This design comes from an exercise in tuning for small area, a short achievable clock period and few clock cycles on the open sky130 flow, not from production work. Where RTL was checked, it was by simulation tests only, not by an equivalence proof against the original.

## old
// frame_codec
module frame_codec (
    input  wire        clk,
    input  wire        rst,           
    input  wire        enc_start,
    input  wire        enc_abort,
    input  wire        enc_ext,
    input  wire        enc_dir,       
    input  wire [7:0]  enc_nt,
    input  wire [7:0]  enc_id,
    input  wire [7:0]  enc_attr,
    input  wire [7:0]  enc_opcode,
    input  wire [15:0] enc_pl_len,
    output wire [15:0] pl_addr,       
    input  wire [7:0]  pl_rdata,
    output wire        tx_valid,      
    output wire [7:0]  tx_data,
    input  wire        tx_ready,
    output wire [1:0]  enc_st,
    output wire [1:0]  enc_err,
    output wire [2:0]  enc_cause,
    output wire [15:0] enc_check,
    input  wire        dec_start,
    input  wire        dec_abort,
    input  wire        dec_dir,
    input  wire        rx_valid,      
    input  wire [7:0]  rx_data,
    output wire        rx_ready,
    output wire        dpl_we,        
    output wire [15:0] dpl_waddr,
    output wire [7:0]  dpl_wdata,
    output wire [1:0]  dec_st,
    output wire [1:0]  dec_err,
    output wire [2:0]  dec_cause,
    output reg  [7:0]  dec_nt,
    output reg         dec_ext,
    output reg  [7:0]  dec_id,
    output reg  [7:0]  dec_attr,
    output reg  [7:0]  dec_opcode,
    output wire [15:0] dec_pl_len,
    output wire [15:0] dec_check
);
Size: roughly 220 I/O pins, roughly 12000 um2 of cells after synthesis.
export LEC_CHECK = 0
export CAP_MARGIN = 20
export CORE_MARGIN = 2
export CORE_UTILIZATION = 55
export CTS_CLUSTER_DIAMETER = 100
export CTS_CLUSTER_SIZE = 20
export SETUP_SLACK_MARGIN = 3.5
export SLEW_MARGIN = 20
create_clock -name core_clock -period 6.0 [get_ports {clk}]
standard.sh (not shown) runs the stock make flow with config.mk's settings and CLKGATE_MAP_FILE= SYNTH_SCRIPT=/design/flow/synth_recipe.tcl, a recipe that flattens the netlist after the stock synthesis.
==> flow/flow/run.sh <==
#!/bin/bash
# The standard layout, with every port buffered by a plain buffer (buf_1) instead of the
# delay buffer buffer_ports picks by default; repair upsizes it where timing needs.
set -euo pipefail
export BUFFER_PORTS_ARGS="-buffer_cell sky130_fd_sc_hd__buf_1"
bash standard.sh finish > standard.log 2>&1
Testbench counts of old, summed over its fixed seeds: cycles 60,163.
Modified inputs, new compared to old
-- flow/design.v --
<<< old, line 193
    reg        f_lpay;        
    reg        f_we;          
    reg        f_ck1, f_ck2;  
    reg        d_dir;
    reg [15:0] d_crc;         
>>> new, line 193
    reg        f_lpay;        
    reg        f_we;          
    reg        f_ck1;         
    reg        d_dir;
    reg [15:0] d_crc;         
<<< old, line 206
    wire [3:0]  d_tab   = legacy_len(d_dir, rb);
    wire        d_last  = d_rem == 16'd1;
    wire [15:0] d_crcs  = crc_step(f_nt ? 16'd0 : d_crc, d_b);
    wire [7:0]  d_sum   = (f_lopc ? dec_nt : d_crc[7:0]) + d_b;
>>> new, line 206
    wire [3:0]  d_tab   = legacy_len(d_dir, rb);
    wire        d_last  = d_rem == 16'd1;
    wire        d_bad1  = dec_ext ? d_b != d_crc[15:8] : d_b != ~d_crc[7:0];
    wire        d_bad_now = f_ck1 ? d_bad1 : d_bad;
    wire [15:0] d_crcs  = crc_step(f_nt ? 16'd0 : d_crc, d_b);
    wire [7:0]  d_sum   = (f_lopc ? dec_nt : d_crc[7:0]) + d_b;
<<< old, line 225
            d_err   <= 2'd0;
            f_we    <= 1'b0;
            f_ck2   <= 1'b0;
        end else begin
            f_we  <= d_take && d_pos == D_PAY;
            f_ck2 <= d_take && d_pos == D_CK2;
            if (d_st != ST_BUSY) begin
                if (dec_start) begin
>>> new, line 227
            d_err   <= 2'd0;
            f_we    <= 1'b0;
        end else begin
            f_we  <= d_take && d_pos == D_PAY;
            if (d_st != ST_BUSY) begin
                if (dec_start) begin
<<< old, line 244
                        d_cause <= 3'd5; d_err <= 2'd2; d_st <= ST_FAULT; d_rx <= 1'b0;
                    end
                    D_CK2: d_rx <= 1'b0;      
                    default: ;
                endcase
            end
            if (f_ck2) begin
                if (dec_ext) begin
                    if (d_bad || d_b != d_crc[7:0]) begin
                        d_cause <= 3'd3; d_err <= 2'd1; d_st <= ST_FAULT;
                    end else
                        d_st <= ST_DONE;
                end else if (d_bad) begin
                    d_cause <= 3'd1; d_err <= 2'd1; d_st <= ST_FAULT;
                end else if (d_b != FRAME_END) begin
                    d_cause <= 3'd2; d_err <= 2'd1; d_st <= ST_FAULT;
                end else
                    d_st <= ST_DONE;
            end
        end
>>> new, line 244
                        d_cause <= 3'd5; d_err <= 2'd2; d_st <= ST_FAULT; d_rx <= 1'b0;
                    end
                    D_CK2: begin              
                        d_rx <= 1'b0;
                        if (dec_ext) begin
                            if (d_bad_now || rb != d_crc[7:0]) begin
                                d_cause <= 3'd3; d_err <= 2'd1; d_st <= ST_FAULT;
                            end else
                                d_st <= ST_DONE;
                        end else if (d_bad_now) begin
                            d_cause <= 3'd1; d_err <= 2'd1; d_st <= ST_FAULT;
                        end else if (rb != FRAME_END) begin
                            d_cause <= 3'd2; d_err <= 2'd1; d_st <= ST_FAULT;
                        end else
                            d_st <= ST_DONE;
                    end
                    default: ;
                endcase
            end
        end
<<< old, line 320
        if (d_st != ST_BUSY && dec_start) d_cnt <= 16'd0;
        if (f_ck1) begin
            if (dec_ext) begin
                d_bad       <= d_b != d_crc[15:8];
                d_crc[15:8] <= d_b;
            end else begin
                d_bad <= d_b != ~d_crc[7:0];
                d_crc <= {8'd0, d_b};
            end
        end
        if (f_ck2 && dec_ext) d_crc[7:0] <= d_b;
    end
endmodule
>>> new, line 320
        if (d_st != ST_BUSY && dec_start) d_cnt <= 16'd0;
        if (f_ck1) begin
            d_bad <= d_bad1;
            if (dec_ext) d_crc[15:8] <= d_b;
            else         d_crc <= {8'd0, d_b};
        end
        if (d_take && d_pos == D_CK2 && dec_ext) d_crc[7:0] <= rb;
    end
endmodule
==> comparison <==
old → new: unique cell type count in the Yosys netlist now sits lower, compound-gate portion of the synthesized area now sits higher, setup slack now sits lower, number of inserted filler cells in the final layout now sits lower. Critical path depth was lower in old than in new. Relative area change from synthesis to final layout: new and old compared, lower one is old. Final cell count of new exceeds that of old slightly. Run comparison: old startpoint-to-endpoint class of the critical path reg -> out; new startpoint-to-endpoint class of the critical path in -> reg. Changes observed in new relative to old: clock tree skew after final layout has decreased; register-to-register slack has decreased; global-route usage has increased; cell area has increased; peak fanout along the critical path has increased.
Function not checked in new: the RTL went through the layout flow alone.

-- separate check: timing with driven ports --
In the flow no input, the clock included, has a driving cell. The finished layouts below were timed again as built, in two steps.
Step 1: set_driving_cell puts a clkbuf_16 on clk and a buf_2 on each other input, an assumption about the parent block.
Step 2 also shifts input and output timing later by t, the mid clock arrival at the registers, as if the neighbouring blocks saw the same clock.
Three values: ideal, step 1, step 2; two values: the first two.
run | t, ns | slack for setup (ns) | clock arrival spread, ns
old | 0.538 | 3.551 / 3.502 / 3.049 | 0.026 / 0.026
new | 0.532 | 3.482 / 3.446 / 2.959 | 0.018 / 0.018
After both steps setup and hold are still met in every run listed. The setup slack of new, which loses most, moves by -0.036 ns with the drivers and by -0.523 ns with both steps.
